What follows belongs to an exercise in optimizing a design on an open flow for small area, a short achievable clock period and few clock cycles per item; a production flow would make more cautious choices. Function was checked by simulation only, so behaviour that the tests miss may differ from the original. Power figures rest on the tool's default switching activity, not on a simulated workload.

==> design/flow/design.v <==
module vce #(
    parameter ADDR_BITS = 16
) (
    input  wire                 clk,
    input  wire                 rst,         
    input  wire                 csr_en,
    input  wire                 csr_we,
    input  wire [7:0]           csr_addr,
    input  wire [63:0]          csr_wdata,
    output reg  [63:0]          csr_rdata,
    output reg                  mem_req,
    output reg                  mem_we,
    output reg  [ADDR_BITS-1:0] mem_addr,
    output reg  [7:0]           mem_wdata,
    input  wire                 mem_ready,
    input  wire [7:0]           mem_rdata,
    input  wire                 mem_err,
    output wire                 irq
);
    localparam [63:0] ID_VALUE = 64'h5643_4531_001F_0001;
    localparam [3:0] E_OK        = 4'd0;
    localparam [3:0] E_BADCMD    = 4'd1;
    localparam [3:0] E_BADREGION = 4'd2;
    localparam [3:0] E_OVERLAP   = 4'd3;
    localparam [3:0] E_TOOSMALL  = 4'd4;
    localparam [3:0] E_TRUNC     = 4'd5;
    localparam [3:0] E_MALFORMED = 4'd6;
    localparam [3:0] E_MISMATCH  = 4'd7;
    localparam [3:0] E_BUS       = 4'd8;
    localparam [1:0] S_IDLE = 2'd0;
    localparam [1:0] S_RD   = 2'd1;      
    localparam [1:0] S_WR   = 2'd2;      
    localparam [1:0] S_FIN  = 2'd3;      
    localparam [1:0] EA_NONE = 2'd0;
    localparam [1:0] EA_RPTR = 2'd1;
    localparam [1:0] EA_WPTR = 2'd2;
    reg         ctrl_ie, ctrl_strict;
    reg         st_done, st_drop;
    reg  [3:0]  st_err;
    reg  [63:0] r_cmd, r_src, r_slen, r_dst, r_cap, r_count;
    reg         v_cmd, v_src, v_slen, v_dst, v_cap, v_count;
    reg         rvalid;                  
    reg         hi_flag;                 
    reg  [46:0] err_hi;
    reg  [1:0]  eas;                     
    reg  [1:0]  state;
    reg         strict;
    reg  [16:0] rptr, wptr;              
    reg  [16:0] lim;                     
    reg  [16:0] bc;                      
    reg  [13:0] ei;                      
    reg  [13:0] rem;                     
    reg  [4:0]  bi;                      
    reg  [4:0]  gl;                      
    reg  [5:0]  tb;                      
    reg  [3:0]  lenb;                    
    reg         f0, f1;                  
    reg  [63:0] V, W;
    reg  [4:0]  eg;                      
    reg         fits_q;                  
    reg         lz;                      
    integer     k;
    reg  [7:0]  H;
    wire busy = (state != S_IDLE);
    assign irq = ctrl_ie & st_done;
    wire       is_dec = r_cmd[4];
    wire       c_leb  = (r_cmd[2:0] == 3'd0);
    wire       c_pv   = (r_cmd[2:0] == 3'd1);
    wire       c_sq   = (r_cmd[2:1] == 2'b01);   
    wire       c_sq2  = r_cmd[0];                
    wire       c_nl   = r_cmd[2];
    wire       pair   = c_nl & (rem[13:1] != 13'd0);
    wire [1:0] step   = pair ? 2'd2 : 2'd1;
    wire       last_g = (rem == {12'd0, step});
    wire        rd_ok = rvalid & ~busy;
    wire [16:0] ea_lo = (eas == EA_RPTR) ? rptr : (eas == EA_WPTR) ? wptr : 17'd0;
    always @* begin
        csr_rdata = 64'd0;
        if (csr_addr[2:0] == 3'd0) begin
            case (csr_addr[7:3])
                5'h00: csr_rdata = ID_VALUE;
                5'h01: csr_rdata = {62'd0, ctrl_strict, ctrl_ie};
                5'h02: csr_rdata = {48'd0, 4'd0, st_err & {4{rd_ok}}, 5'd0, st_drop, st_done, busy};
                5'h03: csr_rdata = r_cmd & {64{v_cmd}};
                5'h04: csr_rdata = r_src & {64{v_src}};
                5'h05: csr_rdata = r_slen & {64{v_slen}};
                5'h06: csr_rdata = r_dst & {64{v_dst}};
                5'h07: csr_rdata = r_cap & {64{v_cap}};
                5'h08: csr_rdata = r_count & {64{v_count}};
                5'h09: csr_rdata = {47'd0, bc & {17{rd_ok}}};
                5'h0A: csr_rdata = {50'd0, ei & {14{rd_ok}}};
                5'h0B: csr_rdata = {err_hi & {47{rd_ok & hi_flag}}, ea_lo & {17{rd_ok}}};
                default: csr_rdata = 64'd0;
            endcase
        end
    end
    wire        w_dec   = csr_wdata[4];
    wire        w_legal = (csr_wdata[63:5] == 59'd0) && (csr_wdata[3:0] <= 4'd4);
    reg         src_hz, slen_hz, dst_hz, cap_hz, cnt_hz;
    wire        wd_hz17 = |csr_wdata[63:17];
    wire        wd_hz14 = wd_hz17 | (|csr_wdata[16:14]);
    wire [16:0] src_l   = r_src[16:0]   & {17{v_src}};
    wire [16:0] slen_l  = r_slen[16:0]  & {17{v_slen}};
    wire [16:0] dst_l   = r_dst[16:0]   & {17{v_dst}};
    wire [16:0] cap_l   = r_cap[16:0]   & {17{v_cap}};
    wire [13:0] cnt_l   = r_count[13:0] & {14{v_count}};
    wire        len_hz  = w_dec ? slen_hz : cnt_hz;
    wire [16:0] len_l   = w_dec ? slen_l : {cnt_l, 3'b000};
    wire [17:0] src_end = {1'b0, src_l} + {1'b0, len_l};
    wire [17:0] dst_end = {1'b0, dst_l} + {1'b0, cap_l};
    wire        src_bad = src_hz | len_hz | (src_end > 18'h10000);
    wire        dst_bad = dst_hz | cap_hz | (dst_end > 18'h10000);
    wire        ovl     = (len_l != 17'd0) && (cap_l != 17'd0) &&
                          ({1'b0, src_l} < dst_end) && ({1'b0, dst_l} < src_end);
    wire        dsmall  = w_dec & (cnt_hz | ({cnt_l, 3'b000} > cap_l));
    reg  [3:0]  s_code;
    reg  [1:0]  s_eas;
    always @* begin
        s_code = E_OK;
        s_eas  = EA_NONE;
        if (!w_legal)     begin s_code = E_BADCMD; end
        else if (src_bad) begin s_code = E_BADREGION; s_eas = EA_RPTR; end
        else if (dst_bad) begin s_code = E_BADREGION; s_eas = EA_WPTR; end
        else if (ovl)     begin s_code = E_OVERLAP;   s_eas = EA_WPTR; end
        else if (dsmall)  begin s_code = E_TOOSMALL;  s_eas = EA_WPTR; end
    end
    reg [2:0] msb;
    always @* begin
        msb = 3'd0;
        for (k = 1; k < 8; k = k + 1)
            if (mem_rdata[k]) msb = k;
    end
    reg  [5:0] tb_n;
    reg  [3:0] lenb_n;
    reg        f0_n, f1_n;
    always @* begin
        tb_n   = tb;
        lenb_n = lenb;
        f0_n   = f0;
        f1_n   = f1;
        if (!bi[3]) begin
            if (bi == 5'd0) begin
                tb_n = (mem_rdata != 8'd0) ? {3'd0, msb} : 6'd0;
                f0_n = c_sq2 ? (mem_rdata[7:6] != 2'b11) : (mem_rdata <= 8'd240);
            end else if (mem_rdata != 8'd0) begin
                tb_n = {bi[2:0], msb};
            end
            if (bi == 5'd1) f1_n = mem_rdata[4];
        end else if (mem_rdata != 8'd0 || bi == 5'd8) begin
            lenb_n = bi[3:0] - 4'd7;
        end
    end
    reg  [3:0] e_L;          
    reg  [3:0] e_p;          
    always @* begin
        if      (tb_n < 6'd7)  e_L = 4'd1;
        else if (tb_n < 6'd14) e_L = 4'd2;
        else if (tb_n < 6'd21) e_L = 4'd3;
        else if (tb_n < 6'd28) e_L = 4'd4;
        else if (tb_n < 6'd35) e_L = 4'd5;
        else if (tb_n < 6'd42) e_L = 4'd6;
        else if (tb_n < 6'd49) e_L = 4'd7;
        else if (tb_n < 6'd56) e_L = 4'd8;
        else if (tb_n < 6'd63) e_L = 4'd9;
        else                   e_L = 4'd10;
        if (!c_sq2) begin
            if      (tb_n <= 6'd7 && f0_n) e_p = 4'd0;
            else if (tb_n <= 6'd10)        e_p = 4'd1;
            else if (tb_n <= 6'd15)        e_p = 4'd2;
            else if (tb_n <= 6'd23)        e_p = 4'd3;
            else if (tb_n <= 6'd39)        e_p = 4'd5;
            else if (tb_n <= 6'd55)        e_p = 4'd7;
            else                           e_p = 4'd8;
        end else begin
            if      (tb_n <= 6'd7 && f0_n) e_p = 4'd0;
            else if (tb_n <= 6'd12 || (tb_n == 6'd13 && !f1_n)) e_p = 4'd1;
            else if (tb_n <= 6'd18)        e_p = 4'd2;
            else if (tb_n <= 6'd23)        e_p = 4'd3;
            else if (tb_n <= 6'd31)        e_p = 4'd4;
            else if (tb_n <= 6'd39)        e_p = 4'd5;
            else if (tb_n <= 6'd47)        e_p = 4'd6;
            else if (tb_n <= 6'd55)        e_p = 4'd7;
            else                           e_p = 4'd8;
        end
    end
    wire [3:0] la_n = {1'b0, tb_n[5:3]} + 4'd1;
    reg  [4:0] eglen_n;
    always @* begin
        if (c_nl)       eglen_n = 5'd1 + {1'b0, la_n} + (pair ? {1'b0, lenb_n} : 5'd0);
        else if (c_sq)  eglen_n = 5'd1 + {1'b0, e_p};
        else if (c_pv)  eglen_n = (e_L == 4'd10) ? 5'd9 : {1'b0, e_L};
        else            eglen_n = {1'b0, e_L};
    end
    wire fits_n = (lim[16:5] != 12'd0) || (eglen_n <= lim[4:0]);
    wire [4:0] eglen = eg;
    wire       fits  = fits_q;
    wire [3:0] e_k   = eg[3:0];                          
    wire [3:0] e_la  = {1'b0, tb[5:3]} + 4'd1;           
    wire [3:0] e_pq  = eg[3:0] - 4'd1;                   
    reg  [7:0] e_b0;                                     
    always @* begin
        if (e_pq == 4'd0)  e_b0 = V[7:0];
        else if (!c_sq2) begin
            case (e_pq)
                4'd1:    e_b0 = 8'hF1 + {5'd0, V[10:8]};
                4'd2:    e_b0 = 8'd249;
                4'd3:    e_b0 = 8'd250;
                4'd5:    e_b0 = 8'd251;
                4'd7:    e_b0 = 8'd252;
                default: e_b0 = 8'd253;
            endcase
        end else begin
            case (e_pq)
                4'd1:    e_b0 = {2'b11, V[13:8]};
                4'd2:    e_b0 = {5'b11110, V[18:16]};
                default: e_b0 = 8'd245 + {4'd0, e_pq};
            endcase
        end
    end
    wire [7:0] rb = mem_rdata;
    reg  [4:0] d_tot;
    reg        d_malf0;
    reg  [3:0] d_p;          
    reg  [7:0] d_val;        
    always @* begin
        d_tot   = 5'd1;
        d_malf0 = 1'b0;
        d_p     = 4'd0;
        d_val   = rb;
        if (c_pv) begin
            d_tot = 5'd9;
            for (k = 7; k >= 0; k = k - 1)
                if (!rb[k]) d_tot = k + 1;
        end else if (c_sq) begin
            d_val = 8'd0;
            if (!c_sq2) begin
                if      (rb <= 8'd240) begin d_p = 4'd0; d_val = rb; end
                else if (rb <= 8'd248) begin d_p = 4'd1; d_val = {5'd0, rb[2:0] - 3'd1}; end
                else if (rb == 8'd249) d_p = 4'd2;
                else if (rb == 8'd250) d_p = 4'd3;
                else if (rb == 8'd251) d_p = 4'd5;
                else if (rb == 8'd252) d_p = 4'd7;
                else                   d_p = 4'd8;
            end else begin
                if      (rb <= 8'd191) begin d_p = 4'd0; d_val = rb; end
                else if (rb <= 8'd239) begin d_p = 4'd1; d_val = {2'd0, rb[5:0]}; end
                else if (rb <= 8'd247) begin d_p = 4'd2; d_val = {5'd0, rb[2:0]}; end
                else                   d_p = rb[3:0] - 4'd5;     
            end
            d_malf0 = (rb[7:1] == 7'h7F);
            d_tot   = 5'd1 + {1'b0, d_p};
        end else if (c_nl) begin
            d_malf0 = (rb[7:4] == 4'd0) || (rb[7:4] > 4'd8) ||
                      (pair && ((rb[3:0] == 4'd0) || (rb[3:0] > 4'd8)));
            d_tot   = 5'd1 + {1'b0, rb[7:4]} + (pair ? {1'b0, rb[3:0]} : 5'd0);
        end
    end
    wire       bi0     = (bi == 5'd0);
    wire       d_malf  = c_leb ? (rb[7] && bi == 5'd9) : (bi0 && d_malf0);
    wire [4:0] d_totn  = bi0 ? d_tot : gl;
    wire       d_gdone = c_leb ? !rb[7] : (bi + 5'd1 == d_totn);
    wire [3:0] la_h = H[7:4];
    wire [3:0] lb_h = H[3:0];
    reg  [3:0] fs;
    always @* begin
        if (is_dec)     fs = (c_pv && gl != 5'd9) ? gl[3:0] : 4'd8;
        else if (c_leb) fs = (bi == 5'd9) ? 4'd7 : (4'd8 - bi[3:0]);
        else if (c_pv)  fs = (e_k == 4'd9) ? 4'd0 : (4'd8 - e_k);
        else            fs = 4'd0;
    end
    wire [15:0] fsrc = {V[7:0], H};
    wire [7:0]  fout = fsrc >> fs;
    reg  [6:0] vb;
    always @* begin
        if (c_nl)       vb = {la_h, 3'b000};
        else if (c_sq)  vb = (gl <= 5'd3) ? {gl[3:0], 3'b000} : {gl[3:0] - 4'd1, 3'b000};
        else if (c_pv && gl == 5'd9) vb = 7'd64;
        else            vb = {gl[3:0], 3'b000} - {3'd0, gl[3:0]};
    end
    wire [7:0] vd = {1'b0, vb} - {2'd0, bi[2:0], 3'b000};
    reg  [7:0] dmask;
    always @* begin
        if (vd[7])                dmask = 8'h00;
        else if (vd[6:3] != 4'd0) dmask = 8'hFF;
        else                      dmask = ~(8'hFF << vd[2:0]);
    end
    wire       e_selw = c_nl & ({1'b0, bi} > {1'b0, e_la});
    reg  [7:0] wd;
    always @* begin
        if (is_dec) begin
            wd = bi[3] ? W[7:0] : (fout & dmask);
        end else if (bi0 && c_nl) begin
            wd = {e_la, pair ? lenb : 4'd0};
        end else if (bi0 && c_sq) begin
            wd = e_b0;
        end else if (bi0 && c_pv && e_k == 4'd9) begin
            wd = 8'hFF;
        end else if (c_leb) begin
            wd = {({1'b0, bi} + 5'd1 != {1'b0, eglen}), fout[6:0]};
        end else if (e_selw) begin
            wd = W[7:0];
        end else begin
            wd = fout;
        end
    end
    wire lim_nz = lz;
    always @* begin
        mem_req   = 1'b0;
        mem_we    = 1'b0;
        mem_addr  = rptr[ADDR_BITS-1:0];
        mem_wdata = wd;
        case (state)
            S_RD: mem_req = is_dec ? lim_nz : 1'b1;
            S_WR: begin
                mem_req  = is_dec | ~bi0 | fits;
                mem_we   = 1'b1;
                mem_addr = wptr[ADDR_BITS-1:0];
            end
            default: ;
        endcase
    end
    wire acc = mem_req & mem_ready;
    reg        fin;
    reg  [3:0] fin_code;
    reg  [1:0] fin_eas;
    reg        g_end;            
    always @* begin
        fin      = 1'b0;
        fin_code = E_OK;
        fin_eas  = EA_NONE;
        g_end    = 1'b0;
        case (state)
            S_FIN: begin
                fin      = 1'b1;
                fin_code = st_err;
                fin_eas  = eas;
                if (st_err == E_OK && is_dec && strict && lim_nz) begin
                    fin_code = E_MISMATCH; fin_eas = EA_RPTR;
                end
            end
            S_RD: begin
                if (is_dec && !lim_nz) begin
                    fin = 1'b1; fin_code = E_TRUNC; fin_eas = EA_RPTR;
                end else if (mem_ready && mem_err) begin
                    fin = 1'b1; fin_code = E_BUS; fin_eas = EA_RPTR;
                end else if (mem_ready && is_dec && d_malf) begin
                    fin = 1'b1; fin_code = E_MALFORMED; fin_eas = EA_RPTR;
                end
            end
            S_WR: begin
                if (!is_dec && bi0 && !fits) begin
                    fin = 1'b1; fin_code = E_TOOSMALL; fin_eas = EA_WPTR;
                end else if (mem_ready && mem_err) begin
                    fin = 1'b1; fin_code = E_BUS; fin_eas = EA_WPTR;
                end else if (mem_ready) begin
                    g_end = is_dec ? (bi[2:0] == 3'd7 && (bi[3] || !pair))
                                   : ({1'b0, bi} + 5'd1 == {1'b0, eglen});
                    if (g_end && last_g) begin
                        fin = 1'b1;
                        if (is_dec && strict && lz) begin
                            fin_code = E_MISMATCH; fin_eas = EA_RPTR;
                        end
                    end
                end
            end
            default: ;
        endcase
    end
    wire       rd_acc = (state == S_RD) & acc & ~mem_err & ~(is_dec & d_malf);
    wire       wr_acc = (state == S_WR) & acc & ~mem_err;
    reg        ld_en;
    reg  [2:0] ld_ix;
    reg  [7:0] ld_d;
    reg        w_in;
    always @* begin
        ld_en = 1'b0;
        ld_ix = bi[2:0];
        ld_d  = rb;
        w_in  = 1'b0;
        if (!is_dec) begin
            ld_en = ~bi[3];
            w_in  = bi[3];
        end else if (c_nl) begin
            ld_en = ~bi0 & (bi <= {1'b0, la_h});
            ld_ix = bi[2:0] - 3'd1;
            w_in  = (bi > {1'b0, la_h});
        end else if (c_sq | c_pv) begin
            ld_en = ~bi0 | (c_sq & (d_p <= 4'd2));
            ld_ix = bi0 ? d_p[2:0] : (bi[2:0] - 3'd1);
            ld_d  = bi0 ? d_val : rb;
        end
    end
    wire vsh = wr_acc & (is_dec | (bi != 5'd8));
    wire wsh = wr_acc & (is_dec ? (bi[3] | ({1'b0, bi[2:0]} + lb_h < 4'd8)) : e_selw);
    wire hsh = vsh & ~(is_dec & c_nl);
    reg [63:0] Vn, Wn;
    integer b;
    always @* begin
        Vn = V;
        Wn = W;
        if (vsh) Vn = {8'd0, V[63:8]};
        if (wsh) Wn = {8'd0, W[63:8]};
        if (rd_acc && w_in) Wn = {rb, W[63:8]};
        if (rd_acc && ld_en) begin
            for (b = 0; b < 8; b = b + 1)
                if (ld_ix == b) Vn[8*b +: 8] = ld_d;
        end
        if (rd_acc && is_dec && c_leb) begin
            for (b = 0; b < 9; b = b + 1)
                if (bi == b) Vn[7*b +: 7] = rb[6:0];
            if (bi == 5'd9) Vn[63] = rb[0];
        end
    end
    wire       host_wr  = csr_en & csr_we & ~rst & (csr_addr[2:0] == 3'd0);
    wire [4:0] host_reg = csr_addr[7:3];
    wire       accept   = host_wr & (host_reg == 5'h03) & ~busy;
    always @(posedge clk) begin
        if (rst) begin
            ctrl_ie     <= 1'b0;
            ctrl_strict <= 1'b1;
            st_done     <= 1'b0;
            st_drop     <= 1'b0;
            v_cmd       <= 1'b0;
            v_src       <= 1'b0;
            v_slen      <= 1'b0;
            v_dst       <= 1'b0;
            v_cap       <= 1'b0;
            v_count     <= 1'b0;
            src_hz      <= 1'b0;
            slen_hz     <= 1'b0;
            dst_hz      <= 1'b0;
            cap_hz      <= 1'b0;
            cnt_hz      <= 1'b0;
            rvalid      <= 1'b0;
            state       <= S_IDLE;
        end else begin
            if (host_wr) begin
                case (host_reg)
                    5'h01: begin
                        ctrl_ie     <= csr_wdata[0];
                        ctrl_strict <= csr_wdata[1];
                    end
                    5'h02: begin
                        if (csr_wdata[1]) st_done <= 1'b0;
                        if (csr_wdata[2]) st_drop <= 1'b0;
                    end
                    5'h03: begin
                        if (busy) st_drop <= 1'b1;
                        else begin
                            v_cmd   <= 1'b1;
                            rvalid  <= 1'b1;
                            st_done <= 1'b0;
                            state   <= (s_code != E_OK || cnt_l == 14'd0) ? S_FIN : S_RD;
                        end
                    end
                    5'h04: begin v_src   <= 1'b1; src_hz  <= wd_hz17; end
                    5'h05: begin v_slen  <= 1'b1; slen_hz <= wd_hz17; end
                    5'h06: begin v_dst   <= 1'b1; dst_hz  <= wd_hz17; end
                    5'h07: begin v_cap   <= 1'b1; cap_hz  <= wd_hz17; end
                    5'h08: begin v_count <= 1'b1; cnt_hz  <= wd_hz14; end
                    default: ;
                endcase
            end
            if (fin) begin
                st_done <= 1'b1;
                state   <= S_IDLE;
            end else if (state == S_RD && rd_acc && (is_dec ? d_gdone : bi[2:0] == 3'd7 && (bi[3] || !pair))) begin
                state <= S_WR;
            end else if (state == S_WR && g_end) begin
                state <= S_RD;
            end
        end
    end
    always @(posedge clk) begin
        if (host_wr) begin
            case (host_reg)
                5'h04: r_src   <= csr_wdata;
                5'h05: r_slen  <= csr_wdata;
                5'h06: r_dst   <= csr_wdata;
                5'h07: r_cap   <= csr_wdata;
                5'h08: r_count <= csr_wdata;
                default: ;
            endcase
        end
        if (accept) begin
            r_cmd   <= csr_wdata;
            strict  <= ctrl_strict;
            st_err  <= s_code;
            eas     <= s_eas;
            hi_flag <= w_legal & (src_bad ? src_hz : (dst_bad & dst_hz));
            err_hi  <= src_bad ? r_src[63:17] : r_dst[63:17];
            rptr    <= src_l;
            wptr    <= dst_l;
            lim     <= w_dec ? slen_l : cap_l;
            lz      <= (w_dec ? slen_l : cap_l) != 17'd0;
            rem     <= cnt_l;
            bc      <= 17'd0;
            ei      <= 14'd0;
            bi      <= 5'd0;
        end
        if (fin) begin
            st_err <= fin_code;
            eas    <= fin_eas;
        end
        V <= Vn;
        W <= Wn;
        if (rd_acc) begin
            rptr <= rptr + 17'd1;
            if (is_dec) begin
                lim <= lim - 17'd1;
                lz  <= (lim != 17'd1);
                if (c_leb)    gl <= bi + 5'd1;
                else if (bi0) gl <= d_tot;
                if (bi0) H <= rb;
                bi <= d_gdone ? 5'd0 : bi + 5'd1;
            end else begin
                tb     <= tb_n;
                lenb   <= lenb_n;
                f0     <= f0_n;
                f1     <= f1_n;
                eg     <= eglen_n;
                fits_q <= fits_n;
                if (bi[2:0] == 3'd7 && (bi[3] || !pair)) begin
                    bi <= 5'd0;
                    H  <= 8'h7F;
                end else begin
                    bi <= bi + 5'd1;
                end
            end
        end
        if (wr_acc) begin
            wptr <= wptr + 17'd1;
            if (!is_dec) begin
                lim <= lim - 17'd1;
                lz  <= (lim != 17'd1);
            end
            if (hsh) H <= V[7:0];
            if (g_end) begin
                bc  <= bc + {12'd0, is_dec ? gl : eglen};
                ei  <= ei + {12'd0, step};
                rem <= rem - {12'd0, step};
                bi  <= 5'd0;
            end else begin
                bi <= bi + 5'd1;
            end
        end
    end
endmodule
==> design/flow/flow/run.sh <==
#!/bin/bash
# Standard layout, with two changes to how timing repair may work:
#  - ports are buffered with buf_2 (not the default delay-cell buffer), and
#  - repair may resize gates across footprints and aims for extra setup slack.
set -euo pipefail
export BUFFER_PORTS_ARGS="-buffer_cell sky130_fd_sc_hd__buf_2"
bash standard.sh MATCH_CELL_FOOTPRINT=0 SETUP_SLACK_MARGIN=6.5 finish > standard.log 2>&1
==> design/flow/standard.sh <==
#!/bin/bash
# synth_recipe.tcl (not shown) runs the flow's synth.tcl, then flattens the netlist and writes it again
# the make line also repeats each setting of config.mk as NAME=value (left out here)
make -C /OpenROAD-flow-scripts/flow DESIGN_CONFIG=/design/flow/config.mk WORK_HOME=/design/flow/orfs CLKGATE_MAP_FILE= SYNTH_SCRIPT=/design/flow/synth_recipe.tcl "${@:-finish}"
==> design/flow/config.mk <==
export PLATFORM = sky130hd
export DESIGN_NAME = vce
export DESIGN_NICKNAME = vce
export VERILOG_FILES = /design/flow/design.v
export SDC_FILE = /design/flow/constraint.sdc
export NUM_CORES = 4
export LEC_CHECK = 0
export ABC_CLOCK_PERIOD_IN_PS = 6000
export CAP_MARGIN = 40
export CORE_MARGIN = 2
export CORE_UTILIZATION = 55
export CTS_CLUSTER_DIAMETER = 70
export CTS_CLUSTER_SIZE = 25
export PLACE_DENSITY = 0.7
export SLEW_MARGIN = 30
==> design/flow/constraint.sdc <==
create_clock -name core_clock -period 14.0 [get_ports {clk}]
set_input_delay 2.8000 -clock core_clock [delete_from_list [all_inputs] [get_ports {clk}]]
set_output_delay 2.8000 -clock core_clock [all_outputs]
set_load 0.01 [all_outputs]
==> results of run 1 <==
state kept, by name, summed over array words and instances, names as in the netlist, 4 cells and up:
signal	flops
gl	5
bc	17
bi	5
r_src	64
wptr	17
st_err	4
lim	17
rptr	17
eg	5
r_slen	64
r_cap	64
tb	6
r_dst	64
ei	14
err_hi	47
r_cmd	64
r_count	64
H	8
lenb	4
W	64
rem	14
V	64
report_power, final:
part	internal, mW	total (mW)	switching, mW
clock network	0.665	1.47	0.802
registers	2.28	2.29	0.00250
logic	0.0346	0.118	0.0838
total	2.98	3.87	0.889
worst paths after layout:
check | start | endpoint | slack (ps) | depth (start not counted)
worst min-delay path | W[59] | W[51] | 420 | 0
worst min register to register | W[59] | W[51] | 420 | 0
worst max-delay path | csr_addr[5] | csr_rdata[15] | 6480 | 7
worst max register to register | v_count | st_err[2] | 8000 | 18
synthesized netlist by cell type (23+ instances only):
cell	count	share of area
sky130_fd_sc_hd__clkbuf_1	160	0.015
sky130_fd_sc_hd__inv_1	108	0.010
sky130_fd_sc_hd__a222oi_1	67	0.017
sky130_fd_sc_hd__nand2b_1	24	0.0039
sky130_fd_sc_hd__a21oi_1	148	0.019
sky130_fd_sc_hd__a22oi_1	122	0.024
sky130_fd_sc_hd__o21ai_0	193	0.025
sky130_fd_sc_hd__o31ai_1	23	0.0045
sky130_fd_sc_hd__and3_1	33	0.0053
sky130_fd_sc_hd__xor2_1	43	0.0097
sky130_fd_sc_hd__xnor2_1	39	0.0088
sky130_fd_sc_hd__nor4_1	42	0.0068
sky130_fd_sc_hd__dfxtp_1	152	0.078
sky130_fd_sc_hd__a21o_1	32	0.0062
sky130_fd_sc_hd__nor3_1	57	0.0074
sky130_fd_sc_hd__nand4_1	37	0.0060
sky130_fd_sc_hd__and2_1	56	0.0090
sky130_fd_sc_hd__a221oi_1	33	0.0075
sky130_fd_sc_hd__mux2i_1	156	0.040
sky130_fd_sc_hd__o211ai_1	26	0.0050
sky130_fd_sc_hd__nor2_1	206	0.020
sky130_fd_sc_hd__edfxtp_1	565	0.44
sky130_fd_sc_hd__a211oi_1	34	0.0066
sky130_fd_sc_hd__nor2b_1	35	0.0056
sky130_fd_sc_hd__a31oi_1	83	0.013
sky130_fd_sc_hd__ha_1	150	0.048
sky130_fd_sc_hd__nand3_1	94	0.012
sky130_fd_sc_hd__nand2_1	306	0.030
sky130_fd_sc_hd__mux2_2	106	0.031
repair_timing:
| action | 4_1_cts | 5_1_grt |
|---|---|---|
| gates resized for setup | 69 | 44 |
| pin swaps | 11 | 12 |
| endpoints found under the setup margin | 69 | 71 |
| gates cloned | 8 | 4 |
| buffers inserted | 10 | 28 |
routing by layer:
metal,GRT usage,vias to the layer above,share of wire
met5,0,-,0.00073
met4,0.124,16,0.037
met3,0.0834,324,0.12
met2,0.538,1957,0.44
met1,0.498,15900,0.40
li1,-,14000,-
layout make-up:
class / count / area share
multi-input cells: 2484 / 0.412
diodes: 2 / 0.000115
flip-flops and latches: 717 / 0.459
well taps: 940 / 0.0270
clock inverters: 24 / 0.00732
inverters: 119 / 0.0106
clock buffers: 60 / 0.0283
repair buffers: 312 / 0.0556
cell families after synthesis:
kind of cell	Yosys count	share of synthesized area
simple gates	988	0.127
flops	717	0.516
mux	275	0.0748
fa+ha+maj	162	0.0533
xor+xnor	83	0.0191
buf+inv	316	0.0315
compound gates	976	0.179
worst max-delay path, cell delays in order:
cell,delay (ps)
sky130_fd_sc_hd__buf_12,110
sky130_fd_sc_hd__nand3b_1,230
sky130_fd_sc_hd__or3b_4,490
sky130_fd_sc_hd__a221o_1,280
sky130_fd_sc_hd__o211ai_1,290
sky130_fd_sc_hd__a41oi_2,290
sky130_fd_sc_hd__buf_2,220
==> flow_summary.json, run 1 <==
{
  "outcome": "finished clean",
  "crit_path_end_kind": "output pin",
  "grt_use_total": 0.354,
  "gp_routability_congestion": 1.03,
  "max-vdd-ir-drop_uv": 120,
  "postSynthRegisterBits": 717,
  "drt-total-wl_um": 134000,
  "synth.distinct_cells": 106,
  "design.final.nets": 3922,
  "tritoncts_clock_tree": "yes",
  "dr.pass1.iters": 12,
  "critical_path.startpoint_type": "input port",
  "cts_made_buffers": 45,
  "via_count": 32200,
  "finalMaxSlewViolations": 0,
  "clk_root_buffer_cell": "sky130_fd_sc_hd__clkbuf_16",
  "cells_after_synthesis": 3517,
  "drt-vias-per-instance": 6.92,
  "clock_sink_count": 717,
  "worstHoldPathType": "reg2reg",
  "post_route_skew_ps": 47.8,
  "design_power_total_mw": 3.87,
  "number_of_top_level_pins": 177,
  "fin_crit_sh": 0.537,
  "clk_pin_slew_ps": 100,
  "die_w_um": 270,
  "yosysWarningCount": 1,
  "place_inst": 4511,
  "clock_insertion_delay_worst_skew_ps": 640,
  "initial_antenna_violation_count": 10,
  "layout.core_utilization": 0.623,
  "port_buffers": 176,
  "timing.final.crit_period_ps": 7520,
  "most-common-layout-cells": "565 x sky130_fd_sc_hd__edfxtp_1, 301 x sky130_fd_sc_hd__nand2_1, 201 x sky130_fd_sc_hd__nor2_1",
  "routedWlPerCell_um": 28.8,
  "worst-slew-pin-transition_ps": 875,
  "critical_path_arrival_ps": 4720,
  "syn-mean-instance-area_um2": 11.0,
  "overall_overflow_remaining_after_global_route": 0,
  "die_h_um": 270,
  "core_area_um2": 69900,
  "core.rowCount": 97,
  "largest_net_degree_at_the_start_of_global_routing": 70,
  "ctsLongestPathBuffers": 3,
  "drc_errors_left": 0,
  "area.growth.synth_to_final_pct": 12.3,
  "worst-setup-path-type": "in2out",
  "sequential_cell_area_um2": 20000,
  "power_density_nw_per_um2": 88.8,
  "final-hold-violation-count": 0,
  "maxCapViolCount": 0,
  "finalNonFillerCells": 4658,
  "fin_setup_tns_ps": 0,
  "place_area_um2": 40900,
  "n_fill_cell": 5603,
  "synthesis.area_um2": 38800,
  "global_route_wire_length_before_repair_um": 195000,
  "post-route-worst-setup-slack_ps": 6480,
  "grt_pass1_vias": 30200,
  "hpwlAfterDp_um": 91600,
  "synth_top_flop_cell": "sky130_fd_sc_hd__edfxtp_1",
  "req_time_crit_path_ps": 11200,
  "drt_iter0_drc": 4795,
  "fin_worst_hold_slack_ps": 421,
  "max_freq_mhz": 133,
  "synth_edf_count": 565,
  "initial_utilization": 0.555,
  "holdBufCountCts": 0,
  "postLayoutCellArea_um2": 43600,
  "power.leakage_nw": 15.8,
  "final-setup-viol-count": 0,
  "layout.cells.most_common": "sky130_fd_sc_hd__edfxtp_1",
  "multiInputGateArea_um2": 18000,
  "rsz0062_at_grt": "yes",
  "ant_nets": 0,
  "htree_num_levels": 2,
  "async_reset_ff_frac": 0,
  "timing.critical_path.fanout_max": 7,
  "synth.yosys.seq_area_share": 0.516,
  "floorplan.die_area_um2": 72700,
  "fraction_of_layout_instances_using_a_drive_strength_above_1": 0.161,
  "syn-num-nets": 3760,
  "maxSlewHeadroom": 0.410,
  "dpl_worst_slack_ps": 5450
}
Testbench counts, summed over its fixed seeds: cycles 118,654, items 10,572.
==> run 2, diff against run 1 <==
--- a/design/flow/config.mk
+++ b/design/flow/config.mk
@@ -8,8 +8,8 @@
 export ABC_CLOCK_PERIOD_IN_PS = 6000
 export CAP_MARGIN = 40
 export CORE_MARGIN = 2
-export CORE_UTILIZATION = 55
+export CORE_UTILIZATION = 60
 export CTS_CLUSTER_DIAMETER = 70
-export CTS_CLUSTER_SIZE = 25
-export PLACE_DENSITY = 0.7
+export CTS_CLUSTER_SIZE = 28
+export PLACE_DENSITY = 0.74
 export SLEW_MARGIN = 30
==> run 2 against run 1 <==
Against the previous run:
- still clean
- register-to-register slack improved by 30 ps
- global-route usage up 2.9 points
- hold slack lost 7.4 ps
- via count hardly changed
- largest cell class unchanged
==> flow_summary.json, run 2 <==
{
  "design.final.nets": 3907,
  "timing.final.crit_period_ps": 7550,
  "ant_nets": 0,
  "whs_endpoint": "W[44]",
  "clock_sink_count": 717,
  "dr.pass1.iters": 9,
  "floorplan.die_area_um2": 66700,
  "maxSlewHeadroom": 0.368,
  "cts_made_buffers": 42,
  "overall_overflow_remaining_after_global_route": 0,
  "rsz0062_at_grt": "yes",
  "syn-mean-instance-area_um2": 11.0,
  "worst-setup-path-type": "in2out",
  "post-synth-top-area-cell": "sky130_fd_sc_hd__edfxtp_1",
  "grt_use_total": 0.382,
  "fin_setup_tns_ps": 0,
  "power.leakage_nw": 15.6,
  "ctsLongestPathBuffers": 3,
  "max_freq_mhz": 133,
  "design_power_total_mw": 3.83,
  "timing.rr.start": "v_count",
  "synth_edf_count": 565,
  "max-vdd-ir-drop_uv": 132,
  "drt-vias-per-instance": 7.07,
  "layout.cells.most_common": "sky130_fd_sc_hd__edfxtp_1",
  "yosysWarningCount": 1,
  "reg2regPathDepth": 18,
  "hpwlAfterDp_um": 89400,
  "tritoncts_clock_tree": "yes",
  "req_time_crit_path_ps": 11200,
  "drt_iter0_drc": 4872,
  "initial_antenna_violation_count": 5,
  "number_of_top_level_pins": 177,
  "async_reset_ff_frac": 0,
  "critical_path_arrival_ps": 4750,
  "final-hold-violation-count": 0,
  "via_count": 32200,
  "global_route_wire_length_before_repair_um": 193000,
  "die_h_um": 258,
  "worst-slew-pin-transition_ps": 934,
  "yosysMostFrequentCell": "sky130_fd_sc_hd__edfxtp_1",
  "synthesis.area_um2": 38800,
  "syn-num-nets": 3760,
  "die_w_um": 258,
  "yosys-top-cells-area": "sky130_fd_sc_hd__edfxtp_1 44%, sky130_fd_sc_hd__dfxtp_1 7.8%, sky130_fd_sc_hd__ha_1 4.8%",
  "clock_insertion_delay_worst_skew_ps": 630,
  "timing.reg2reg.setup_slack_ps": 8030,
  "fin_crit_sh": 0.539,
  "crit_path_end_kind": "output pin",
  "fraction_of_layout_instances_using_a_drive_strength_above_1": 0.161,
  "clk_pin_slew_ps": 100,
  "postSynthRegisterBits": 717,
  "yosysTopAreaCellShare": 0.437,
  "port_buffers": 176,
  "power_density_nw_per_um2": 88.7,
  "initial_utilization": 0.604,
  "synthTopCellsByCount": "565 x sky130_fd_sc_hd__edfxtp_1, 306 x sky130_fd_sc_hd__nand2_1, 206 x sky130_fd_sc_hd__nor2_1",
  "worstHoldPathCells": 0,
  "worstHoldPathType": "reg2reg",
  "post_route_skew_ps": 33.0,
  "outcome": "finished clean",
  "htree_num_levels": 2,
  "most-common-layout-cells": "565 x sky130_fd_sc_hd__edfxtp_1, 299 x sky130_fd_sc_hd__nand2_1, 201 x sky130_fd_sc_hd__nor2_1",
  "drt-total-wl_um": 133000,
  "synth.distinct_cells": 106,
  "critical_path.startpoint_type": "input port",
  "synth.yosys.seq_area_share": 0.516,
  "hold_start": "W[52]",
  "fin_worst_hold_slack_ps": 413,
  "core_area_um2": 64200,
  "core.rowCount": 93,
  "final-setup-viol-count": 0,
  "clk_root_buffer_cell": "sky130_fd_sc_hd__clkbuf_16",
  "gp_routability_congestion": 1.05,
  "finalMaxSlewViolations": 0,
  "critical_r2r_capture": "st_err[2]",
  "synth_top_flop_cell": "sky130_fd_sc_hd__edfxtp_1",
  "cells_after_synthesis": 3517,
  "drc_errors_left": 0,
  "grt_pass1_vias": 30500,
  "timing.critical_path.fanout_max": 6,
  "routedWlPerCell_um": 29.1,
  "area.growth.synth_to_final_pct": 11.4,
  "maxCapViolCount": 0,
  "largest_net_degree_at_the_start_of_global_routing": 65
}
## run 2: cell types whose count changed in the layout (fill, tap and decap cells not counted), sizes merged
| cell | change |
|---|---|
| clkbuf | -14 |
| buf | -9 |
| inv | +8 |
| clkinvlp | -4 |
| clkinv | -3 |
| or3b | +2 |
| bufinv | +1 |
| dlymetal6s2s | -1 |
## run 2: cell type report
type,instances,area [um^2]
fill,4861,21000
antenna,2,5.00
timing repair buffer,298,2210
inverter,119,458
multi-input combinational,2486,18000
tap,855,1070
sequential,717,20000
clock buffer,50,1100
clock inverter,26,365
## run 2: logic make-up after synthesis
family / count (synthesis) / synth area share
flops: 717 / 0.516
compound gates: 976 / 0.179
fa+ha+maj: 162 / 0.0533
mux: 275 / 0.0748
xor+xnor: 83 / 0.0191
simple gates: 988 / 0.127
buf+inv: 316 / 0.0315
## run 2: through the flow
step	setup slack [ps]	cell area (um^2)	cells	utilization
floorplan	6500	38900	3517	-
finish	6450	43200	4553	0.673
global placement	5430	40600	4411	0.632
global route	6350	43200	4553	0.673
detailed placement	5370	40700	4420	0.633
CTS	6480	42700	4516	0.665
## run 2: worst max-delay path: stages
cell and delay, ps:
sky130_fd_sc_hd__buf_12 100, sky130_fd_sc_hd__nand3b_1 170, sky130_fd_sc_hd__buf_6 170, sky130_fd_sc_hd__or3b_4 500, sky130_fd_sc_hd__a221o_1 400, sky130_fd_sc_hd__o211ai_1 230
sky130_fd_sc_hd__a41oi_2 190, sky130_fd_sc_hd__buf_2 180
## run 2: worst max-delay path by stage
stage               depth (start not counted)  slack, ps   startpoint            end
floorplan                                   8       6500  csr_addr[5]  csr_rdata[21]
global placement                            9       5430  csr_addr[3]   csr_rdata[1]
detailed placement                          9       5370  csr_addr[3]   csr_rdata[1]
CTS                                         8       6480  csr_addr[7]  csr_rdata[14]
global route                               14       6350        gl[2]   mem_wdata[0]
finish                                      8       6450  csr_addr[5]  csr_rdata[15]
## run 2: timing repair
action | 4_1_cts | 5_1_grt
cloned | 9 | 6
buffers inserted | 11 | 21
endpoints found under the hold margin | 0 | 0
setup endpoints to repair | 72 | 74
pin swaps | 15 | 14
resized for setup | 93 | 34
hold buffers | 0 | 0
## run 2: where the power goes
group / leakage (nW) / switching [mW] / internal, mW / total, mW
registers: 6.26 / 0.00244 / 2.28 / 2.29
clock network: 0.709 / 0.797 / 0.634 / 1.43
logic: 8.66 / 0.0807 / 0.0345 / 0.115
## run 2: per-layer routing
layer,share of wire,track usage
met1,0.38,0.517
met2,0.46,0.603
met3,0.11,0.0637
met4,0.055,0.187
met5,0.000068,0
==> run 3, diff against run 2 <==
==> design/flow/flow/run.sh (replaced) <==
#!/bin/bash
# Standard layout, with two changes to how timing repair may work:
#  - ports are buffered with buf_2 (not the default delay-cell buffer), and
#  - repair may resize gates across footprints and aims for extra setup slack.
set -euo pipefail
export BUFFER_PORTS_ARGS="-buffer_cell sky130_fd_sc_hd__buf_2"
bash standard.sh MATCH_CELL_FOOTPRINT=0 SETUP_SLACK_MARGIN=7 finish > standard.log 2>&1
==> run 3 against run 2 <==
Against the previous run:
- sequential share of layout area fell by 1.6 points
- register-to-register slack improved by 110 ps
- area after synthesis unchanged
- combinational power up 5%
- critical path type unchanged
- critical endpoint is now csr_rdata[0]
==> flow_summary.json, run 3 <==
{
  "timing.final.crit_period_ps": 7630,
  "power_density_nw_per_um2": 86.4,
  "whs_endpoint": "W[53]",
  "worst-setup-path-type": "in2out",
  "gp_routability_congestion": 1.05,
  "yosysWarningCount": 1,
  "synth_edf_count": 565,
  "fin_worst_hold_slack_ps": 425,
  "die_w_um": 258,
  "synth_top_flop_cell": "sky130_fd_sc_hd__edfxtp_1",
  "timing.critical_path.fanout_max": 8,
  "design.final.nets": 3968,
  "core.rowCount": 93,
  "met3_wirelength_um": 14900,
  "n_fill_cell": 4670,
  "clk_pin_slew_ps": 90,
  "tritoncts_clock_tree": "yes",
  "timing.reg2reg.setup_slack_ps": 8140,
  "max_freq_mhz": 131,
  "postSynthRegisterBits": 717,
  "critical_path_arrival_ps": 4830,
  "detailroute.wirelength.met2_um": 62800,
  "most-common-layout-cells": "565 x sky130_fd_sc_hd__edfxtp_1, 292 x sky130_fd_sc_hd__nand2_1, 197 x sky130_fd_sc_hd__nor2_1",
  "fin_setup_tns_ps": 0,
  "fin_crit_sh": 0.545,
  "portion_of_total_power_attributed_to_combinational_logic": 0.031,
  "rsz0062_at_grt": "yes",
  "initial_antenna_violation_count": 7,
  "port_buffers": 176,
  "worst_path_most_repeated_cell": "sky130_fd_sc_hd__buf_6",
  "synthesis.area_um2": 38800,
  "clock_sink_count": 717,
  "fraction_of_layout_instances_using_a_drive_strength_above_1": 0.206,
  "max-vdd-ir-drop_uv": 140,
  "global_route_wire_length_before_repair_um": 199000,
  "clk_root_buffer_cell": "sky130_fd_sc_hd__clkbuf_16",
  "worst-slew-pin-transition_ps": 1020,
  "synth.distinct_cells": 106,
  "worstHoldPathType": "reg2reg",
  "maxSlewHeadroom": 0.311,
  "yosysTopAreaCellShare": 0.437,
  "ctsLongestPathBuffers": 3,
  "floorplan.die_area_um2": 66700,
  "critical_path.startpoint_type": "input port",
  "synth_xor_area_frac": 0.0191,
  "cp_slowest_cell": "sky130_fd_sc_hd__or3b_4",
  "cts_made_buffers": 43,
  "overall_overflow_remaining_after_global_route": 0,
  "via_count": 32600,
  "ant_nets": 0,
  "switching_power_uw": 897,
  "critical_r2r_capture": "st_err[2]",
  "yosys.area_share.adder": 0.0533,
  "grt_use_total": 0.398,
  "dr.pass1.iters": 10,
  "reg2regPathDepth": 17,
  "synthTopCellsByCount": "565 x sky130_fd_sc_hd__edfxtp_1, 306 x sky130_fd_sc_hd__nand2_1, 206 x sky130_fd_sc_hd__nor2_1",
  "cells_after_synthesis": 3517,
  "synth-compound-area-share": 0.179,
  "worstHoldPathCells": 0,
  "initial_utilization": 0.604,
  "area.growth.synth_to_final_pct": 15.5,
  "yosys-top-cells-area": "sky130_fd_sc_hd__edfxtp_1 44%, sky130_fd_sc_hd__dfxtp_1 7.8%, sky130_fd_sc_hd__ha_1 4.8%",
  "worst_path_cell_trace": "buf_12, nand3b_1, buf_6, or3b_4, buf_4, buf_6, o21ai_4, nand2_2, a31oi_4, buf_2",
  "maxCapViolCount": 0,
  "final-hold-violation-count": 0,
  "routedWlPerCell_um": 29.6,
  "post_synth_and_or_nand_nor_area_fraction": 0.127,
  "power.share.sequential": 0.590,
  "netSwitchingFraction": 0.232,
  "slowest_delay_ps": 490,
  "hpwlAfterDp_um": 90100,
  "yosysMostFrequentCell": "sky130_fd_sc_hd__edfxtp_1",
  "hold_start": "W[61]",
  "die_h_um": 258,
  "drc_errors_left": 0,
  "req_time_crit_path_ps": 11200,
  "power.leakage_nw": 16.2,
  "syn-num-nets": 3760,
  "holdBufCountCts": 0,
  "grt_pass1_vias": 31100,
  "synth_top_family_by_area": "compound AO/OA/AOI/OAI gates",
  "largest_net_degree_at_the_start_of_global_routing": 65,
  "finalMaxSlewViolations": 0,
  "core_area_um2": 64200,
  "final-setup-viol-count": 0,
  "number_of_top_level_pins": 177,
  "layout.cells.most_common": "sky130_fd_sc_hd__edfxtp_1",
  "htree_num_levels": 2,
  "internal_power_mw": 2.97,
  "outcome": "finished clean",
  "synth.yosys.seq_area_share": 0.516,
  "async_reset_ff_frac": 0,
  "power.clock.fraction": 0.378,
  "highest-signal-layer": "met5",
  "yosys-mux-area-fraction": 0.0748,
  "met1_length_um": 51500,
  "timing.rr.start": "v_cap",
  "syn-mean-instance-area_um2": 11.0,
  "drt-total-wl_um": 136000,
  "clock_insertion_delay_worst_skew_ps": 650,
  "drt-vias-per-instance": 7.06,
  "crit_path_end_kind": "output pin",
  "post-synth-top-area-cell": "sky130_fd_sc_hd__edfxtp_1",
  "drt_iter0_drc": 4800,
  "post_route_skew_ps": 48.4
}
-- run 3: cell counts after synthesis --
No cell type changed its count.
-- run 3: power groups by stage --
| stage | registers [mW] | logic, mW | clock network [mW] |
|---|---|---|---|
| 3_3_place_gp | 2.33 | 0.101 | 0 |
| 3_5_place_dp | 2.33 | 0.105 | 0 |
| 6_report | 2.29 | 0.121 | 1.46 |
| 2_1_floorplan | 2.33 | 0.0486 | 0 |
| 4_1_cts | 2.29 | 0.113 | 1.46 |
| 5_1_grt | 2.29 | 0.125 | 1.53 |
-- run 3: final cells by class --
class / instances / area [um^2] / share of cell area
clock buffer: 53 / 1150 / 0.0258
multi-input combinational: 2485 / 18700 / 0.418
timing repair buffer: 359 / 2980 / 0.0665
clock inverter: 26 / 380 / 0.00849
tap: 855 / 1070 / 0.0239
sequential: 717 / 20000 / 0.447
antenna: 4 / 10.0 / 0.000223
inverter: 119 / 463 / 0.0103
-- run 3: worst max path at each step --
stage / from / end / slack, ps / cells past startpoint
finish: csr_addr[5] / csr_rdata[0] / 6370 / 10
global route: csr_addr[5] / csr_rdata[63] / 6370 / 12
CTS: csr_addr[5] / csr_rdata[16] / 6460 / 8
detailed placement: csr_addr[7] / csr_rdata[2] / 5290 / 8
global placement: csr_addr[7] / csr_rdata[2] / 5330 / 8
floorplan: csr_addr[7] / csr_rdata[49] / 6850 / 8
-- run 3: per-stage QoR --
step           setup slack (ps)  utilization  power, mW  area (um^2)  std cells
2_1_floorplan              6850            -       2.38        39300       3517
3_3_place_gp               5330        0.637       2.44        40900       4410
3_5_place_dp               5290        0.641       2.44        41200       4427
4_1_cts                    6460        0.689       3.86        44300       4581
5_1_grt                    6370        0.698       3.95        44800       4615
6_report                   6370        0.698       3.87        44800       4618
-- run 3: kinds of logic (layout without fill, tap and decap cells) --
family	count (synthesis)	in the layout
AND/OR/NAND/NOR	988	989
AO/OA/AOI/OAI	976	976
flip-flops	717	717
buffers and inverters	316	557
multiplexers	275	275
adder cells (fa/ha/maj)	162	162
XOR/XNOR	83	83
other	0	4
-- run 3: worst max-delay path, delay by kind of cell --
family	cells	cell delay, ps
AOI/OAI and AO/OA	2	490
and+or+nand+nor	3	810
buffers and inverters	5	720
-- run 3: what timing repair did --
action	CTS	global route
pin swaps	75	45
endpoints found under the setup margin	76	77
buffers inserted	56	24
gates cloned	19	2
resized for setup	182	63
-- run 3: metal layers --
layer	track usage	up-vias
met4	0.194	6
met2	0.630	2271
met5	0	-
met3	0.0704	434
met1	0.535	15800
li1	-	14100
==> run 4, diff against run 3 <==
==> design/flow/run.sh (new file) <==
#!/bin/bash
# synth_recipe.tcl (not shown) runs the flow's synth.tcl, then flattens the netlist and writes it again
# the make line also repeats each setting of config.mk as NAME=value (left out here)
make -C /OpenROAD-flow-scripts/flow DESIGN_CONFIG=/design/flow/config.mk WORK_HOME=/design/flow/orfs CLKGATE_MAP_FILE= SYNTH_SCRIPT=/design/flow/synth_recipe.tcl finish
--- a/design/flow/config.mk
+++ b/design/flow/config.mk
@@ -8,8 +8,7 @@
 export ABC_CLOCK_PERIOD_IN_PS = 6000
 export CAP_MARGIN = 40
 export CORE_MARGIN = 2
-export CORE_UTILIZATION = 60
-export CTS_CLUSTER_DIAMETER = 70
-export CTS_CLUSTER_SIZE = 28
-export PLACE_DENSITY = 0.74
+export CORE_UTILIZATION = 55
+export PLACE_DENSITY = 0.7
+export SETUP_SLACK_MARGIN = 5
 export SLEW_MARGIN = 30
removed: design/flow/flow/run.sh
removed: design/flow/standard.sh
==> run 4 against run 3 <==
Against the previous run:
- clock-buffer cell count is 45 higher
- flip-flop and latch count stayed put
- maximum frequency is 17% lower
- global-route usage is 4.4 points lower
- clock power is 47% higher
- total power is 18% higher
- final cell count is 1.5% higher
- sequential power hardly changed
- sequential share of layout area hardly changed
- critical path type unchanged
- final area hardly changed
- first-iteration DRC count is 8.4% lower
- synthesized cell count stayed put
- largest power group unchanged
==> flow_summary.json, run 4 <==
{
  "outcome": "finished clean",
  "drt-total-wl_um": 133000,
  "hpwlAfterDp_um": 91000,
  "grt_pass1_vias": 30200,
  "critical_path_arrival_ps": 6360,
  "fraction_of_layout_instances_using_a_drive_strength_above_1": 0.112,
  "timing.critical_path.fanout_max": 49,
  "drt-vias-per-instance": 6.83,
  "post-synth-top-area-cell": "sky130_fd_sc_hd__edfxtp_1",
  "cells_after_synthesis": 3517,
  "yosys-top-cells-area": "sky130_fd_sc_hd__edfxtp_1 44%, sky130_fd_sc_hd__dfxtp_1 7.8%, sky130_fd_sc_hd__ha_1 4.8%",
  "synthesis.area_um2": 38800,
  "req_time_crit_path_ps": 11200,
  "ant_nets": 0,
  "tritoncts_clock_tree": "yes",
  "power_density_nw_per_um2": 102,
  "maxCapViolCount": 0,
  "rsz0062_at_grt": "yes",
  "synth_top_flop_cell": "sky130_fd_sc_hd__edfxtp_1",
  "synth.distinct_cells": 106,
  "cts_setup_buffers": 0,
  "area.growth.synth_to_final_pct": 15.4,
  "synth.yosys.seq_area_share": 0.516,
  "core.rowCount": 97,
  "n_fill_cell": 5507,
  "number_of_top_level_pins": 177,
  "syn-mean-instance-area_um2": 11.0,
  "power.leakage_nw": 15.9,
  "sequential_cell_area_um2": 20000,
  "drt_iter0_drc": 4399,
  "critical_path.startpoint_type": "input port",
  "max_freq_mhz": 109,
  "clk_root_buffer_cell": "sky130_fd_sc_hd__clkbuf_16",
  "timing.reg2reg.setup_slack_ps": 7700,
  "yosysTopAreaCellShare": 0.437,
  "holdBufCountCts": 0,
  "dpl_worst_slack_ps": 4380,
  "reg2regPathDepth": 18,
  "timing.final.crit_period_ps": 9160,
  "worst-setup-path-type": "in2out",
  "hold_start": "W[46]",
  "finalMaxSlewViolations": 0,
  "worstHoldPathCells": 0,
  "multiInputGateArea_um2": 17700,
  "synthTopCellsByCount": "565 x sky130_fd_sc_hd__edfxtp_1, 306 x sky130_fd_sc_hd__nand2_1, 206 x sky130_fd_sc_hd__nor2_1",
  "gp_routability_congestion": 1.04,
  "worst-slew-pin-transition_ps": 945,
  "fin_crit_sh": 0.654,
  "maxSlewHeadroom": 0.361,
  "via_count": 32000,
  "crit_path_end_kind": "output pin",
  "clk_pin_slew_ps": 60,
  "design.final.nets": 3921,
  "port_buffers": 176,
  "postSynthRegisterBits": 717,
  "post_route_skew_ps": 42.5,
  "initial_antenna_violation_count": 3,
  "final-setup-viol-count": 0,
  "post-route-worst-setup-slack_ps": 4840,
  "max-vdd-ir-drop_uv": 108,
  "worst_setup_path_startpoint": "csr_addr[4]",
  "syn-num-nets": 3760,
  "clock_sink_count": 717,
  "final-hold-violation-count": 0,
  "worstHoldPathType": "reg2reg",
  "place_area_um2": 41800,
  "dr.pass1.iters": 6,
  "yosysMostFrequentCell": "sky130_fd_sc_hd__edfxtp_1",
  "routedWlPerCell_um": 28.3,
  "most-common-layout-cells": "565 x sky130_fd_sc_hd__edfxtp_1, 304 x sky130_fd_sc_hd__nand2_1, 201 x sky130_fd_sc_hd__nor2_1",
  "die_w_um": 270,
  "core_area_um2": 69900,
  "cts_made_buffers": 79,
  "drc_errors_left": 0,
  "ctsLongestPathBuffers": 3,
  "floorplan.die_area_um2": 72700,
  "async_reset_ff_frac": 0,
  "critical_r2r_capture": "st_err[0]",
  "global_route_wire_length_before_repair_um": 195000,
  "clock_insertion_delay_worst_skew_ps": 660,
  "initial_utilization": 0.555,
  "fin_setup_tns_ps": 0,
  "die_h_um": 270,
  "largest_net_degree_at_the_start_of_global_routing": 67,
  "layout.cells.most_common": "sky130_fd_sc_hd__edfxtp_1",
  "yosysWarningCount": 1,
  "timing.rr.start": "v_count",
  "overall_overflow_remaining_after_global_route": 0,
  "synth_edf_count": 565,
  "whs_endpoint": "W[38]",
  "postLayoutCellArea_um2": 44800,
  "grt_use_total": 0.354,
  "htree_num_levels": 3
}
==> run 4: cell counts after synthesis <==
No cell type changed its count.
==> run 4: worst max path at each step <==
stage               slack, ps      endpoint  cells after the start
finish                   4840  csr_rdata[1]                     11
global route             4860  csr_rdata[1]                     11
CTS                      4980  csr_rdata[1]                      7
detailed placement       4380  csr_rdata[1]                      8
global placement         4410  csr_rdata[1]                      8
floorplan                3590        dst_hz                      5
==> run 4: metal layers <==
metal	vias up	GRT usage	part of all wire
met5	-	0	0.00020
met3	356	0.0877	0.12
met2	1977	0.526	0.44
met1	15700	0.502	0.41
met4	4	0.132	0.038
li1	14000	-	-
==> run 4: layout make-up <==
class	count	share of cell area
Clock inverter	48	0.0129
Timing Repair Buffer	275	0.0595
Clock buffer	98	0.0480
Tap cell	940	0.0263
Sequential cell	717	0.447
Antenna cell	3	0.000168
Inverter	119	0.0101
Multi-Input combinational cell	2486	0.396
==> run 4: power by group <==
part | total, mW | internal, mW | switching, mW | leakage [nW]
registers | 2.29 | 2.29 | 0.00239 | 6.26
clock network | 2.15 | 1.24 | 0.915 | 1.31
logic | 0.125 | 0.0435 | 0.0813 | 8.30
total | 4.57 | 3.57 | 0.999 | 15.9
==> run 4: per-stage QoR <==
stage	power, mW	utilization	std cells	hold slack [ps]
2_1_floorplan	2.38	-	3517	400
3_3_place_gp	2.45	0.595	4507	401
3_5_place_dp	2.45	0.598	4520	405
4_1_cts	4.58	0.638	4668	414
5_1_grt	4.67	0.640	4683	418
6_report	4.57	0.640	4686	417
==> run 4: critical path, stage by stage <==
cell and delay [ps]:
sky130_fd_sc_hd__clkdlybuf4s50_1 520, sky130_fd_sc_hd__nor2b_1 270, sky130_fd_sc_hd__nand2_1 200, sky130_fd_sc_hd__nor3_2 150, sky130_fd_sc_hd__buf_4 260, sky130_fd_sc_hd__and2_2 180
sky130_fd_sc_hd__clkbuf_8 400, sky130_fd_sc_hd__a22o_1 230, sky130_fd_sc_hd__a221oi_1 50, sky130_fd_sc_hd__a41oi_1 600, sky130_fd_sc_hd__clkdlybuf4s50_1 690
==> run 4: kinds of logic (layout without fill, tap and decap cells) <==
logic type / count (synthesis) / in the layout / synth area share
other: 0 / 3 / 0
buffers and inverters: 316 / 540 / 0.0315
flip-flops: 717 / 717 / 0.516
adder cells (fa/ha/maj): 162 / 162 / 0.0533
XOR/XNOR: 83 / 83 / 0.0191
AO/OA/AOI/OAI: 976 / 976 / 0.179
AND/OR/NAND/NOR: 988 / 990 / 0.127
multiplexers: 275 / 275 / 0.0748
==> run 4: timing repair <==
item,4_1_cts,5_1_grt
resized for setup,7,8
endpoints found under the setup margin,56,37
gates cloned,2,0
pin swaps,1,0

## separate check: timing with driven ports
The flow's constraints put no driver on any port. The routed layouts listed below were extracted and timed again, unchanged, in two steps.
Step 1 assumes that a clkbuf_16 drives the clock port and a buf_2 every other input.
Step 2 times the ports against the registers' clock, not the clock port: input delays grow and output delays shrink by t, the midpoint of the rising clock arrivals with the driver on.
Three values: ideal ports, drivers, drivers and shift; two values: the first two.
run	shift t [ns]	setup slack, ns	latest minus earliest clock arrival (ns)	cell pins on the clock port's net
run 1	0.681	6.482 / 6.321 / 6.095	0.049 / 0.049	1
run 2	0.679	6.453 / 6.408 / 6.089	0.034 / 0.034	1
run 3	0.698	6.374 / 6.294 / 6.294	0.055 / 0.056	1
run 4	0.712	4.839 / 4.797 / 4.797	0.044 / 0.043	1
After both steps setup and hold are still met in every run listed. For run 1, which loses most, drivers alone change the setup slack by -0.161 ns; drivers and shift together by -0.387 ns.
